Background: an optimization exercise with open tools, aiming at small area, a short achievable clock period and few clock cycles per item. Do not read the settings as production practice. In this exercise RTL edits were held to simulation tests only and were not proved equivalent to the original.

## purple
Design b85_codec, start of the top module:
module b85_codec (
    input  wire        clk,
    input  wire        rst,         
    input  wire        in_valid,
    output wire        in_ready,
    input  wire        in_mode,     
    input  wire [39:0] in_data,
    output wire        out_valid,
    input  wire        out_ready,
    output wire [39:0] out_data,
    output wire [1:0]  out_err
);
Size in the first run: ~1,700 cells after synthesis, roughly 180 flip-flops, roughly 89 I/O pins.
Settings: LEC_CHECK=0, CAP_MARGIN=20, CORE_MARGIN=2, CORE_UTILIZATION=65, SLEW_MARGIN=20, SYNTH_HIERARCHICAL=1; clock period 30.0 ns.
standard.sh (not shown) runs the stock make flow with config.mk's settings and CLKGATE_MAP_FILE= SYNTH_SCRIPT=/design/flow/synth_recipe.tcl, a recipe that flattens the netlist after the stock synthesis.
==> flow/flow/run.sh <==
#!/bin/bash
# Own layout flow: the standard layout (standard.sh) unchanged, except that the
# resizer's timing repair keeps a setup margin (so it also speeds up paths that already
# meet the 30 ns clock) and the ports get buf_2 buffers instead of the resizer's choice.
# The clock, the constraints and the synthesis are the standard ones.
set -euo pipefail
export SETUP_SLACK_MARGIN=23.0
export TNS_END_PERCENT=100
export BUFFER_PORTS_ARGS="-buffer_cell sky130_fd_sc_hd__buf_2"
bash standard.sh > standard.log 2>&1
Testbench counts of purple, summed over its fixed seeds: cycles 3,224, items 3,200.
Modified inputs, orange compared to purple
--- a/flow/design.v
+++ b/flow/design.v
@@ -1030,28 +1030,42 @@
     wire [6:0] t1 = y1[6:0] + tk(f1, f0);
     wire [6:0] t2 = y2[6:0] + tk(f2, f1);
     wire [6:0] t3 = y3[6:0] + tk(f3, f2);
     wire e1 = (t1 >= 7'd85);
     wire e2 = (t2 >= 7'd85) | ((t2 == 7'd84) & e1);
     wire e3 = (t3 >= 7'd85) | ((t3 == 7'd84) & e2);
+    function [7:0] radd;
+        input [7:0] a, b;
+        reg c;
+        integer i;
+        begin
+            c = 1'b0;
+            for (i = 0; i < 8; i = i + 1) begin
+                radd[i] = a[i] ^ b[i] ^ c;
+                c = (a[i] & b[i]) | (c & (a[i] ^ b[i]));
+            end
+        end
+    endfunction
     function [7:0] bk;
         input [6:0] t;
         input ep, ej;
+        reg [7:0] k;
         begin
-            if (ej)      bk = {1'b0, t} + (ep ? 8'd207 : 8'd206);    
-            else if (ep) bk = {1'b0, t} + ((t >= 7'd56) ? 8'd37 : 8'd36);
-            else         bk = {1'b0, t} + ((t >= 7'd57) ? 8'd36 : 8'd35);
+            if (ej)      k = ep ? 8'd207 : 8'd206;                   
+            else if (ep) k = (t >= 7'd56) ? 8'd37 : 8'd36;
+            else         k = (t >= 7'd57) ? 8'd36 : 8'd35;
+            bk = {1'b0, t} + k;
         end
     endfunction
-    wire [7:0] b0 = y0[7:0] + ((y0 >= 9'd255) ? 8'd36 :        
+    wire [7:0] b0 = radd(y0[7:0], (y0 >= 9'd255) ? 8'd36 :        
                                (y0 >= 9'd227) ? 8'd122 :       
                                (y0 >= 9'd170) ? 8'd121 :       
                                (y0 >= 9'd142) ? 8'd207 :       
                                (y0 >= 9'd85)  ? 8'd206 :       
                                (y0 >= 9'd57)  ? 8'd36 : 8'd35);
-    wire [7:0] b1 = bk(t1, 1'b0, e1);
+    wire [7:0] b1 = radd({1'b0, t1}, e1 ? 8'd206 : ((t1 >= 7'd57) ? 8'd36 : 8'd35));
     wire [7:0] b2 = bk(t2, e1, e2);
     wire [7:0] b3 = bk(t3, e2, e3);
     wire [6:0] v4a = y4 + f3;
     wire [6:0] v4b = v4a + 7'd1;
     wire [7:0] b4a = {1'b0, v4a} + ((v4a >= 7'd57) ? 8'd36 : 8'd35);
     wire [7:0] b4b = {1'b0, v4b} + ((v4b >= 7'd57) ? 8'd36 : 8'd35);
Results
- Post-route standard cell area excluding fillers: orange vs purple up 250 µm²
- Die outline area essentially unchanged between purple and orange.
- Diff orange..purple | setup slack | negligible
- orange against purple: signed area change from the synthesized netlist to the final layout grew by 1.5 points, share of the yosys chip area belonging to registers was more or less identical, synthesized cell count decreased about 0.6%, buffer depth of the longest clock path barely changed.
Testbench counts of orange, summed over its fixed seeds: cycles 3,224, items 3,200.

* * *

run 1:
b85_codec, a different RTL version from the one above (not shown whole).
Size: about 180 flip-flops, roughly 89 I/O pins.
Settings: LEC_CHECK=0, CAP_MARGIN=20, CORE_MARGIN=2, CORE_UTILIZATION=65, SLEW_MARGIN=20, SYNTH_HIERARCHICAL=1; clock period 30.0 ns.
==> flow/flow/run.sh <==
#!/bin/bash
# Own layout flow: the standard layout (standard.sh) unchanged, except that the
# resizer's timing repair keeps a setup margin (so it also speeds up paths that already
# meet the 30 ns clock) and the ports get buf_2 buffers instead of the resizer's choice.
# The clock, the constraints and the synthesis are the standard ones.
set -euo pipefail
export SETUP_SLACK_MARGIN=22.8
export TNS_END_PERCENT=100
export BUFFER_PORTS_ARGS="-buffer_cell sky130_fd_sc_hd__buf_2"
bash standard.sh > standard.log 2>&1
Testbench counts of run 1, summed over its fixed seeds: cycles 3,224, items 3,200.
Inputs modified between run 1 and run 2:
--- a/flow/design.v
+++ b/flow/design.v
@@ -37,21 +37,20 @@
     assign out_err   = o_err;
     wire acc     = in_valid & rdy;
     wire stall   = !out_ready;
     wire o_adv   = !o_v | out_ready;       
     wire m_adv   = !full2 | out_ready;     
     wire ir_free = !full3 | out_ready;     
     wire o_v_n  = m_v | (o_v & stall);
     wire m_v_n  = ir_v | (full2 & stall);
     wire ir_v_n = sk_v | acc | (full3 & stall);
     wire sk_v_n = (sk_v | acc) & full3 & stall;
-    wire rdy_n  = out_ready | !(ir_v & m_v & o_v) | !(sk_v | acc);
     wire [9:0] c0;
 wire c0_1, c0_2;
 b85_fa c0_1_i (.a(ir_data[0]), .b(ir_data[8]), .c(ir_data[16]), .s(c0_1), .co(c0_2));
 wire c0_3, c0_4;
 b85_fa c0_3_i (.a(ir_data[1]), .b(ir_data[9]), .c(ir_data[17]), .s(c0_3), .co(c0_4));
 wire c0_5, c0_6;
 b85_fa c0_5_i (.a(ir_data[2]), .b(ir_data[10]), .c(ir_data[18]), .s(c0_5), .co(c0_6));
 wire c0_7, c0_8;
 b85_fa c0_7_i (.a(ir_data[3]), .b(ir_data[11]), .c(ir_data[19]), .s(c0_7), .co(c0_8));
 wire c0_9, c0_10;
@@ -888,21 +887,21 @@
             ir_v  <= 1'b0;
             sk_v  <= 1'b0;
             rdy   <= 1'b1;
             m_v   <= 1'b0;
             o_v   <= 1'b0;
             full2 <= 1'b0;
             full3 <= 1'b0;
         end else begin
             ir_v  <= ir_v_n;
             sk_v  <= sk_v_n;
-            rdy   <= rdy_n;
+            rdy   <= !sk_v_n;
             m_v   <= m_v_n;
             o_v   <= o_v_n;
             full2 <= m_v_n & o_v_n;
             full3 <= ir_v_n & m_v_n & o_v_n;
         end
     end
     always @(posedge clk) begin
         if (ir_free) begin
             ir_mode <= sk_v ? sk_mode : in_mode;
             ir_data <= sk_v ? sk_data : in_data;
Findings:
- Re synthesized cell count: run 1 was lower than run 2.
- Compared with run 1, in run 2 area added between synthesis and finish held steady, clock period minus worst slack shrank by 0.065 ns.
- Summary of run 2 over run 1: total track usage decreased by 0.65 points relative to the old numbers; wire length increased by 430 um relative to the old numbers; share of the yosys chip area belonging to registers decreased by 0.23 points relative to the old numbers.
- Summary of run 2 over run 1: core utilization went up by 0.33 points; non-clock buffer total of the final layout went down by about 0.9%.
- The final layouts of run 1 and run 2 pass the timing, design-rule and antenna checks.
Testbench counts of run 2, summed over its fixed seeds: cycles 3,224, items 3,200.

-- afterwards: timing with drivers on the ports --
In the flow no input, the clock included, has a driving cell. The finished layouts below were timed again as built, in two steps. Step 1 (the two cells are an assumption about what drives the block):
set clk [get_ports {clk}]
set_driving_cell -lib_cell sky130_fd_sc_hd__clkbuf_16 $clk
set_driving_cell -lib_cell sky130_fd_sc_hd__buf_2 [delete_from_list [all_inputs] $clk]
Step 2 moves the port delays by t, midway between the first and last clock arrival at a register: inputs arrive t later, outputs are due t later. That takes back most of the time a late clock gives input paths. Slacks: ideal / step 1 / step 2; pairs: ideal / step 1.
run	t, ns	slack for setup (ns)	clock arrival spread, ns	worst register clock-pin slew, ns
purple	0.505	23.012 / 22.958 / 22.763	0.012 / 0.012	0.07 / 0.07
orange	0.504	23.009 / 22.956 / 22.769	0.011 / 0.011	0.08 / 0.08
run 1	0.506	22.961 / 22.972 / 22.489	0.013 / 0.013	0.07 / 0.07
run 2	0.512	23.026 / 22.972 / 22.642	0.012 / 0.011	0.07 / 0.07
After both steps every run listed still meets setup and hold. For run 1, which loses most, drivers alone change the setup slack by +0.011 ns; drivers and shift together by -0.472 ns.
